Context: an optimization exercise on an open-source flow, tuned for small area. The choices shown serve that exercise and are no tape-out recipe. Only simulation tests tie the RTL to the original design; equivalence was not proved. Power is estimated from default activity; no workload was simulated.

`flow/design.v`:
```
module k7ce (
    input  wire        clk,
    input  wire        rst,         
    input  wire        cmd_valid,
    output wire        cmd_ready,
    input  wire [15:0] cmd_word,
    output reg         out_valid,
    input  wire        out_ready,
    output reg  [7:0]  out_byte,
    output wire [1:0]  st,
    output wire [7:0]  err,
    output wire        fault
);
    localparam [1:0] S_IDLE  = 2'd0,
                     S_RUN   = 2'd1,
                     S_FAULT = 2'd2;
    reg [1:0] state;
    reg       e_ill;        
    reg       e_proto;      
    reg       mode;         
    reg [4:0] sm1;          
    reg       shbad;        
    reg [7:0] lfsr;         
    reg [7:0] taps;
    reg       tapbad;
    reg [7:0] klen9;        
    reg       full;         
    reg       keyovf;
    reg       keybad;
    reg [7:0] tgt;          
    reg [7:0] ph;           
    reg       busy;         
    reg [2:0] stp;
    reg [1279:0] ring;      
    wire       is_fault = (state == S_FAULT);
    wire       is_idle  = (state == S_IDLE);
    wire       is_run   = (state == S_RUN);
    wire [7:0] vflags = {2'b00, tapbad, (lfsr == 8'd0), shbad, keyovf, keybad,
                         (klen9 == 8'd0) & ~full};
    assign st    = state;
    assign fault = is_fault;
    assign err   = {e_ill, e_proto, (is_fault & ~e_ill & ~e_proto) ? vflags[5:0] : 6'd0};
    wire [7:0] op  = cmd_word[15:8];
    wire [7:0] arg = cmd_word[7:0];
    wire is_keypush  = (op == 8'h01);
    wire is_setshift = (op == 8'h02);
    wire is_setseed  = (op == 8'h03);
    wire is_tapadd   = (op == 8'h04);
    wire is_start    = (cmd_word[15:9] == 7'b0000100) & (arg == 8'h00);
    wire is_data     = (op == 8'h0A);
    wire is_end      = (cmd_word == 16'h0B00);
    wire is_rst      = (cmd_word == 16'h0F00);
    wire is_param = is_keypush | is_setshift | is_setseed | is_tapadd;
    wire legal    = is_param | is_start | is_data | is_end | is_rst;
    wire at_slot  = (ph == tgt);
    wire [4:0] kc = ring[1279:1275];    
    wire push_wait = is_idle & is_keypush & ~full & ~at_slot;
    wire data_wait = is_run & is_data & (~at_slot | busy);
    assign cmd_ready = ~out_valid & ~push_wait & ~data_wait;
    wire take = cmd_valid & cmd_ready;
    wire alpha = (arg[7:6] == 2'b01) & (arg[4:0] != 5'd0) & (arg[4:0] <= 5'd26);
    wire [7:0] ks = {lfsr[0], lfsr[1], lfsr[2], lfsr[3],
                     lfsr[4], lfsr[5], lfsr[6], lfsr[7]};
    wire       fb = ^(taps & ks);       
    wire [5:0] m  = {1'b0, kc} + {1'b0, sm1};           
    wire [7:0] t  = arg ^ (ks & {8{mode}});
    wire [7:0] u  = t + ({2'b00, m} ^ {8{mode}}) + {7'd0, mode};
    wire [7:0] y  = u ^ (ks & {8{~mode}});
    wire [7:0] tgt9 = tgt + 8'd9;
    wire       wrap = (tgt9 == klen9);
    task clear_regs;
        begin
            state   <= S_IDLE;
            e_ill   <= 1'b0;
            e_proto <= 1'b0;
            mode    <= 1'b0;
            sm1     <= 5'd0;
            shbad   <= 1'b1;
            lfsr    <= 8'h00;
            taps    <= 8'h00;
            tapbad  <= 1'b0;
            klen9   <= 8'd0;
            full    <= 1'b0;
            keyovf  <= 1'b0;
            keybad  <= 1'b0;
            tgt     <= 8'd0;
            busy    <= 1'b0;
            stp     <= 3'd0;
        end
    endtask
    always @(posedge clk) begin
        if (rst) begin
            clear_regs;
            ph        <= 8'd0;
            out_valid <= 1'b0;
            out_byte  <= 8'h00;
        end else begin
            ph <= ph + 8'd1;
            if (out_valid && out_ready)
                out_valid <= 1'b0;
            if (busy) begin
                lfsr <= {fb, lfsr[7:1]};
                stp  <= stp + 3'd1;
                if (stp == 3'd7)
                    busy <= 1'b0;
            end
            if (take) begin
                if (is_rst) begin
                    clear_regs;
                end else if (is_fault) begin
                end else if (!legal) begin
                    state <= S_FAULT;
                    e_ill <= 1'b1;
                end else if (is_idle) begin
                    if (is_keypush) begin
                        if (!full) begin
                            klen9 <= tgt9;
                            tgt   <= tgt9;
                            if (tgt9 == 8'd0)
                                full <= 1'b1;
                            if (!alpha)
                                keybad <= 1'b1;
                        end else begin
                            keyovf <= 1'b1;
                        end
                    end else if (is_setshift) begin
                        sm1   <= arg[4:0] - 5'd1;
                        shbad <= (arg[7:5] != 3'd0) | (arg[4:0] == 5'd0) | (arg[4:0] > 5'd25);
                    end else if (is_setseed) begin
                        lfsr <= arg;
                    end else if (is_tapadd) begin
                        if (arg[7:3] == 5'd0)
                            taps[arg[2:0]] <= 1'b1;
                        else
                            tapbad <= 1'b1;
                    end else if (is_start) begin
                        state <= (vflags != 8'h00) ? S_FAULT : S_RUN;
                        mode  <= cmd_word[8];
                        tgt   <= 8'd0;
                    end else begin
                        state   <= S_FAULT;
                        e_proto <= 1'b1;
                    end
                end else begin
                    if (is_data) begin
                        out_valid <= 1'b1;
                        out_byte  <= y;
                        tgt       <= wrap ? 8'd0 : tgt9;
                        busy      <= 1'b1;
                    end else if (is_end) begin
                        clear_regs;
                    end else begin
                        state   <= S_FAULT;
                        e_proto <= 1'b1;
                    end
                end
            end
        end
    end
    wire wr = take & is_idle & is_keypush & ~full;
    always @(posedge clk)
        ring <= {ring[1274:0], wr ? arg[4:0] : kc};
endmodule
```
`flow/run.sh`:
```
#!/bin/bash
# synth_recipe.tcl (not shown) runs the flow's synth.tcl, then flattens the netlist and writes it again
# the make line also repeats each setting of config.mk as NAME=value (left out here)
make -C /OpenROAD-flow-scripts/flow DESIGN_CONFIG=/design/flow/config.mk WORK_HOME=/design/flow/orfs CLKGATE_MAP_FILE= SYNTH_SCRIPT=/design/flow/synth_recipe.tcl finish
```
`flow/config.mk`:
```
export PLATFORM = sky130hd
export DESIGN_NAME = k7ce
export DESIGN_NICKNAME = k7ce
export VERILOG_FILES = /design/flow/design.v
export SDC_FILE = /design/flow/constraint.sdc
export NUM_CORES = 4
export LEC_CHECK = 0
export CAP_MARGIN = 20
export CORE_MARGIN = 2
export CORE_UTILIZATION = 40
export PLACE_DENSITY = 0.6
export SLEW_MARGIN = 20
```
`flow/constraint.sdc`:
```
create_clock -name core_clock -period 8.0 [get_ports {clk}]
set_input_delay 1.6000 -clock core_clock [delete_from_list [all_inputs] [get_ports {clk}]]
set_output_delay 1.6000 -clock core_clock [all_outputs]
set_load 0.01 [all_outputs]
```
==> flow_metrics.tcl <==
set metrics [dict create \
    outcome "timing/DRC/antenna clean" \
    hold_depth 0 \
    die_x_microns 280 \
    port_buffers 40 \
    dr_total_vias 12200 \
    synth_cell_types 69 \
    routed_wirelength_microns 39900 \
    track_usage_pct 10.6 \
    ys_warn_count 1 \
    syn_to_final_growth_pct 18.2 \
    fmax_mhz 182 \
    rsz0062_at_grt "false" \
    min_to "ring[1153]" \
    postSynth.topFlopCell "dfxtp_1" \
    synthCells 1840 \
    placementRows 101 \
    htree_levels 3 \
    cts_tree "yes" \
    clkTransAtPathRegs_ns 0.06 \
    finalSetupViolations 0 \
    firstDrtPassIters 4 \
    post_synth.cell_area_avg_sq_um 16.5 \
    synthSimpleGateAreaFrac_pct 3.98 \
    startpoint_type "input port" \
    clockRootBuffer "clkbuf_16" \
    critPathMaxFanout 9 \
    relSlewSlack_pct 36.0 \
    utilization_pct 47.5 \
    final-hold-violation-count 0 \
    place_congestion 0.765 \
    fp.dieH_microns 280 \
    fp.dieArea_sq_mm 0.0782 \
    synth_top_area_share_pct 88.8 \
    ys_async_sr_fraction_pct 0 \
    start_util_pct 40.2 \
    synth_mux_area_share_pct 0.910 \
    yosysTopAreaCell "dfxtp_1" \
    drive_gt1_share_pct 10.4 \
    cellLeakagePower_uw 0.0142 \
    antenna_found_initial 0 \
    synth_fa_ha_area_share_pct 0.996 \
    maxCapViolCount 0 \
    clkLatencyLatePin_ns 0.67 \
    synth_enable_flop_cells 0 \
    ant_nets 0 \
    path_class "in -> out" \
    cts_buffer_depth 3 \
    reg2reg_from "tgt[0]" \
    tightest_slew_ns 0.959 \
    min_period_ns 5.48 \
    nNetsFinal 2006 \
    setup.worst_path.start "cmd_word[13]" \
    dpl.hpwl_microns 21100 \
    vias_per_cell 4.02 \
    antenna_cells 0 \
    fp.coreArea_sq_mm 0.0756 \
    worstPathRequired_ns 6.40 \
    min_from "ring[1148]" \
    syn_nets 1883 \
    grt_pass1_vias 12800 \
    r2r_slack_ns 4.46 \
    end_kind "output pin" \
    post-route-period-util_pct 68.5 \
    hold_path_class "reg -> reg" \
    setup_tns_ns 0 \
    r2r_end "lfsr[0]" \
    worst_r2r_path_depth 7 \
    post_drt_wl_per_cell_microns 13.1 \
    clock_skew_ns 0.0459 \
    synth-xor-area-share_pct 2.21 \
    cts.sinks 1348 \
    grt_overflow_total 0 \
    netlist_area_sq_mm 0.0304 \
    synth_compound_area_share_pct 2.44 \
    cts_buffers 116 \
    crit_arrival_ns 3.88 \
    ios 41 \
    ys_ff_latch 1348 \
    grt_pass1_wl_microns 67100 \
    powerDensity_mw_per_mm2 347 \
    fillerInstances 6418 \
    cts_hold_buf 0 \
    ctsResizeCount 0 \
    drtIter0Drc 500 \
    grt_max_degree 42 \
    postCtsSetupBuffers 0 \
    synthTopCellsByArea "dfxtp_1, xnor2_1, nor2_1, ha_1, mux2i_1" \
    yosysSeqAreaShare_pct 88.8 \
    max-vdd-ir-drop_uv 193 \
    synth_top_family_by_area "simple AND/OR/NAND/NOR gates" \
    drc_errors 0 \
    slew_violations 0 \
]
per-stage QoR:
stage | power, uW | instance area (sq um) | hold slack (ns) | instances | worst slack, ns
2_1_floorplan | 6960 | 30400 | 0.310 | 1840 | 3.77
3_3_place_gp | 7000 | 31900 | 0.311 | 2823 | 2.54
3_5_place_dp | 7000 | 31900 | 0.312 | 2823 | 2.54
4_1_cts | 12600 | 35900 | 0.280 | 3042 | 2.56
5_1_grt | 12900 | 35900 | 0.293 | 3042 | 2.36
6_report | 12500 | 35900 | 0.287 | 3042 | 2.52
cells in the mapped netlist, types with 3 or more instances:
library cell  number
dfxtp_1         1348
nor2_1            74
xnor2_1           41
nand2_1           32
a21oi_1           28
clkbuf_1          25
xor2_1            23
mux2i_1           22
ha_1              21
nand2b_1          20
nand3_1           15
a211oi_1          12
a22o_1            11
nor2b_1           11
and2_1            10
nor4_1            10
o21ai_0           10
nor3_1             9
a21o_1             8
a31oi_1            8
inv_1              8
buf_2              6
nor3b_1            6
mux2_2             5
nand4_1            5
xnor3_1            5
and3_1             4
buf_4              4
nand3b_1           4
nor4b_1            3
o211ai_1           3
or3_1              3
how the worst max path moves through the flow:
stage                      to  slack (ns)  depth (start not counted)
finish              cmd_ready        2.52                          6
global route        cmd_ready        2.36                          6
CTS                 cmd_ready        2.56                          6
detailed placement    taps[6]        2.54                          9
global placement    cmd_ready        2.54                          6
floorplan           cmd_ready        3.77                          4
registers in the layout (all words and copies together), names as in the netlist:
name and flops:
tapbad 1, keyovf 1, sm1 5, ph 8, lfsr 8, state 2
full 1, e_proto 1, ring 1280, out_byte 8, tgt 8, busy 1
shbad 1, klen9 8, keybad 1, taps 8, e_ill 1, stp 3
out_valid 1, mode 1
layout make-up:
cell class / count / area [sq um] / share of cell area [%]
Sequential cell: 1348 / 27000 / 75.2
Clock buffer: 176 / 3450 / 9.61
Multi-Input combinational cell: 446 / 3210 / 8.93
Tap cell: 978 / 1220 / 3.41
Clock inverter: 43 / 587 / 1.63
Timing Repair Buffer: 43 / 423 / 1.18
Inverter: 8 / 30.0 / 0.0836
report_power, final:
group	internal, uW	switching (uW)
Combinational	49.8	71.0
Clock	3260	2360
Sequential	6720	12.9
Total	10000	2440
layer usage:
layer	vias up	track usage, %	wire length (microns)
met4	0	4.66	1120
met2	176	14.9	16300
li1	6191	-	-
met5	-	0	0
met3	76	2.61	1490
met1	5777	15.2	20900
cells in the final DEF (no fill, tap or decap), types with 9 or more instances in the layout:
| cell type | netlist | layout |
|---|---|---|
| a22o_1 | 11 | 11 |
| dfxtp_1 | 1348 | 1348 |
| nand2_1 | 32 | 32 |
| o21ai_0 | 10 | 10 |
| nor2_1 | 74 | 74 |
| and2_1 | 10 | 10 |
| nand3_1 | 15 | 15 |
| a211oi_1 | 12 | 12 |
| nor2b_1 | 11 | 11 |
| xnor2_1 | 41 | 41 |
| mux2i_1 | 22 | 22 |
| nor4_1 | 10 | 10 |
| a21oi_1 | 28 | 28 |
| clkinv_2 | 0 | 17 |
| clkbuf_16 | 0 | 117 |
| nor3_1 | 9 | 9 |
| nand2b_1 | 20 | 20 |
| xor2_1 | 23 | 23 |
| clkdlybuf4s50_1 | 0 | 40 |
| clkbuf_1 | 25 | 29 |
| ha_1 | 21 | 21 |
| clkbuf_8 | 0 | 30 |
worst max-delay path, stage by stage:
cell and delay [ns]:
clkdlybuf4s50_1 0.45, nor4_4 0.58, nand2_1 0.32, o32ai_1 0.34, a21oi_1 0.10, clkdlybuf4s50_1 0.49
cell families after synthesis:
group,after synthesis
buffers and inverters,46
and+or+nand+nor,224
muxes,27
DFF,1348
adders and majority gates,23
xor gates and xnor gates,69
AOI/OAI and AO/OA,103

port drivers added, routing unchanged:
How much do the figures lean on ideal ports? The routed layout below was timed once more, with nothing changed but the port constraints.
Step 1: set_driving_cell puts a clkbuf_16 on clk and a buf_2 on each other input, an assumption about the parent block.
Step 2 times the ports against the registers' clock, not the clock port: input delays grow and output delays shrink by t, the midpoint of the rising clock arrivals with the driver on.
a / b / c = no drivers / after step 1 / after step 2; a / b = the first two.
t (ns): 0.708
setup WS [ns]: 2.517 / 2.494 / 2.494
hold WS [ns]: 0.287 / 0.287 / 0.287
clock arrival spread, ns: 0.068 / 0.067
pins driven straight from the clock port: 1
After both steps setup and hold are still met in this run. The setup slack of this run moves by -0.023 ns with the drivers and by -0.023 ns with both steps.
